From an optimization exercise on the open Yosys and OpenROAD flow, aimed at small area, a short achievable clock period and few clock cycles; shortcuts taken in it are not production practice.
The RTL was checked by simulation tests, not by an equivalence proof against the original design.
Power is estimated from default activity; no workload was simulated.

// rrf_enc
module rrf_enc #(
    parameter integer MTU       = 1024,
    parameter integer HDR_BYTES = 16
) (
    input  wire        clk,
    input  wire        rst,           
    input  wire        cmd_valid,
    input  wire [31:0] cmd_data,
    output wire        cmd_ready,
    output reg         ev_valid,
    output reg  [1:0]  ev_type,
    output reg  [31:0] ev_data,
    input  wire        ev_ready,
    input  wire [7:0]  csr_addr,
    output reg  [31:0] csr_rdata,
    output wire        idle
);
clock: 10.0 ns
lec_check: 0
cap_margin: 20
core_margin: 2
core_utilization: 40
setup_slack_margin: 4.4
slew_margin: 20
synth_hierarchical: 1
standard.sh (not shown) runs the stock make flow with config.mk's settings and CLKGATE_MAP_FILE= SYNTH_SCRIPT=/design/flow/synth_recipe.tcl, a recipe that flattens the netlist after the stock synthesis.
==> flow/flow/run.sh <==
#!/bin/bash
set -euo pipefail
export BUFFER_PORTS_ARGS="-buffer_cell sky130_fd_sc_hd__buf_1"
bash standard.sh > standard_flow.log 2>&1
Testbench counts at the start, summed over its fixed seeds: cycles 90,432.
==> next run, changes <==
--- a/flow/config.mk
+++ b/flow/config.mk
@@ -11 +11 @@
-export SETUP_SLACK_MARGIN = 4.4
+export SETUP_SLACK_MARGIN = 4.1
After rerunning: The new run finished with timing, DRC and antenna clean; routed wire length drops by 1.6%; die area does not change; via count falls by 0.46%; critical path depth shrinks by 1; power is lower by 0.34%; sequential power barely changes.

========
rrf_enc, a different RTL version from the one above (not shown whole).
Size: roughly 1,900 cells after synthesis, about 110 I/O pins, roughly 17,000 um2 of cells after synthesis.
Design rrf_enc, start of the top module:
module rrf_enc #(
    parameter integer MTU       = 1024,
    parameter integer HDR_BYTES = 16
) (
    input  wire        clk,
    input  wire        rst,           
    input  wire        cmd_valid,
    input  wire [31:0] cmd_data,
    output wire        cmd_ready,
    output reg         ev_valid,
    output reg  [1:0]  ev_type,
    output reg  [31:0] ev_data,
    input  wire        ev_ready,
    input  wire [7:0]  csr_addr,
    output reg  [31:0] csr_rdata,
    output wire        idle
);
clock: 10.0 ns
lec_check: 0
cap_margin: 20
core_margin: 2
core_utilization: 40
setup_slack_margin: 4.6
slew_margin: 20
synth_hierarchical: 1
==> flow/flow/run.sh <==
#!/bin/bash
set -euo pipefail
export BUFFER_PORTS_ARGS="-buffer_cell sky130_fd_sc_hd__buf_1"
export CTS_ARGS="-sink_clustering_enable -repair_clock_nets -dont_use_dummy_load -buf_list sky130_fd_sc_hd__clkbuf_8 -sink_clustering_size 12 -sink_clustering_max_diameter 60"
bash standard.sh > standard_flow.log 2>&1
The starting point finished clean.
Testbench counts at the start, summed over its fixed seeds: cycles 90,432.
Change:
- CORE_UTILIZATION: 40 -> 55
- SETUP_SLACK_MARGIN: 4.6 -> 4.2
After rerunning: The new run went through all stages and came out clean. Utilization went up by 14 points. Synthesized cell count stays the same. Power falls by a few percent. Maximum frequency shrinks by a few percent. Worst setup slack got worse by 0.13 ns. Non-clock buffer count went down by 49. Die area shrinks by a quarter to a third. Via count is lower slightly. Synthesized area does not change. Hold slack is worse by 0.014 ns.

========
the baseline:
Another version of the RTL of rrf_enc (not shown whole).
Size in the first run: ~2,200 cells after synthesis, ~110 I/O pins, about 19,000 sq um of cells after synthesis.
make LEC_CHECK=0 CAP_MARGIN=20 CORE_MARGIN=2 CORE_UTILIZATION=40 CTS_BUF_LIST=sky130_fd_sc_hd__clkbuf_4 CTS_CLUSTER_SIZE=30 SETUP_SLACK_MARGIN=5.0 SLEW_MARGIN=20 finish   # period 10.0 ns
run.sh (not shown) runs the stock make flow with config.mk's settings and CLKGATE_MAP_FILE= SYNTH_SCRIPT=/design/flow/synth_recipe.tcl, a recipe that flattens the netlist after the stock synthesis.
Stock flow here: none of the scripts above is used.
The baseline: no failed stages, no open violations at the end
Testbench counts of the baseline, summed over its fixed seeds: cycles 90,432.
The following lists how the candidate was set up differently from the baseline:
-- flow/config.mk --
<<< the baseline, line 8
>>> the candidate, line 8
export ABC_CLOCK_PERIOD_IN_PS = 4000
<<< the baseline, line 11
export CTS_BUF_LIST = sky130_fd_sc_hd__clkbuf_4
export CTS_CLUSTER_SIZE = 30
export SETUP_SLACK_MARGIN = 5.0
>>> the candidate, line 12
export SETUP_SLACK_MARGIN = 4.8
Looking only at final critical delay including setup and external delays, and setting everything else aside, the lower value of the candidate and the baseline goes to the baseline.
Core util | the candidate vs the baseline | the candidate lower
Going from the baseline to the candidate, level count of the clock H-tree decreased by 2 relative to the old numbers, setup slack decreased by 0.032 ns relative to the old numbers, global-route usage decreased by 0.62 points relative to the old numbers, post-route clock period utilization increased by 0.32 points relative to the old numbers, count of cells along the worst register-to-register path increased by 2 relative to the old numbers.
Max freq the baseline -> the candidate: degraded
The baseline → the candidate: routed wire length fell by 1400 microns, area added between synthesis and finish fell by 0.97 points, portion of total power attributed to sequential cells fell by 0.5 points.

========
RTL: one of the versions met above, not the one the previous note started from.
For scale: roughly 1900 cells after synthesis, roughly 240 flip-flops, ~0.017 sq mm of cells after synthesis.
Design rrf_enc, start of the top module:
module rrf_enc #(
    parameter integer MTU       = 1024,
    parameter integer HDR_BYTES = 16
) (
    input  wire        clk,
    input  wire        rst,           
    input  wire        cmd_valid,
    input  wire [31:0] cmd_data,
    output wire        cmd_ready,
    output reg         ev_valid,
    output reg  [1:0]  ev_type,
    output reg  [31:0] ev_data,
    input  wire        ev_ready,
    input  wire [7:0]  csr_addr,
    output reg  [31:0] csr_rdata,
    output wire        idle
);
export LEC_CHECK = 0
export CAP_MARGIN = 20
export CORE_MARGIN = 2
export CORE_UTILIZATION = 55
export SETUP_SLACK_MARGIN = 4.4
export SLEW_MARGIN = 20
export SYNTH_HIERARCHICAL = 1
create_clock -name core_clock -period 10.0 [get_ports {clk}]
standard.sh (not shown) runs the stock make flow with config.mk's settings and CLKGATE_MAP_FILE= SYNTH_SCRIPT=/design/flow/synth_recipe.tcl, a recipe that flattens the netlist after the stock synthesis.
Scripts as last shown in full above: flow/flow/run.sh
Testbench counts at the start, summed over its fixed seeds: cycles 90,432.
Edit:
Settings changed: CORE_UTILIZATION 55 to 40.
What happened: The new run completed without violations. Setup slack got worse by 0.049 ns. Wire length rose by 2.0%. Cell area rose by about 1.4%. Hold slack improved by 0.0057 ns. Area after synthesis is unchanged. Global-route usage fell by 9.6 points.

-- port drivers added, routing unchanged --
In the flow no input, the clock included, has a driving cell. The finished layouts below were timed again as built, in two steps. Step 1, drivers: a clkbuf_16 drives clk and a buf_2 each remaining input, both assumed. Step 2 adds t to the input delays and takes it off the output delays; t is the mean of the earliest and latest rising clock arrival at the registers after step 1. Input paths then give back, and output paths get back, about the clock's delay inside the block. a / b / c = ideal ports / drivers / drivers and shift; a / b = the first two.
run | shift t [ns] | setup WS [ns] | clock arrival spread, ns
the first run of note 1 | 0.650 | 4.403 / 4.357 / 4.100 | 0.047 / 0.048
the second run of note 1 | 0.657 | 4.215 / 4.192 / 3.879 | 0.050 / 0.051
the first run of note 2 | 0.679 | 4.395 / 4.346 / 4.190 | 0.065 / 0.064
the second run of note 2 | 0.628 | 4.267 / 4.245 / 4.099 | 0.056 / 0.056
the baseline | 0.840 | 4.252 / 4.218 / 4.218 | 0.070 / 0.070
the candidate | 0.651 | 4.220 / 4.186 / 4.186 | 0.012 / 0.012
the first run of note 4 | 0.627 | 4.377 / 4.319 / 4.093 | 0.063 / 0.062
the second run of note 4 | 0.677 | 4.328 / 4.288 / 3.788 | 0.084 / 0.084
After both steps every run listed still meets setup and hold. The setup slack of the second run of note 4, which loses most, moves by -0.040 ns with the drivers and by -0.540 ns with both steps.
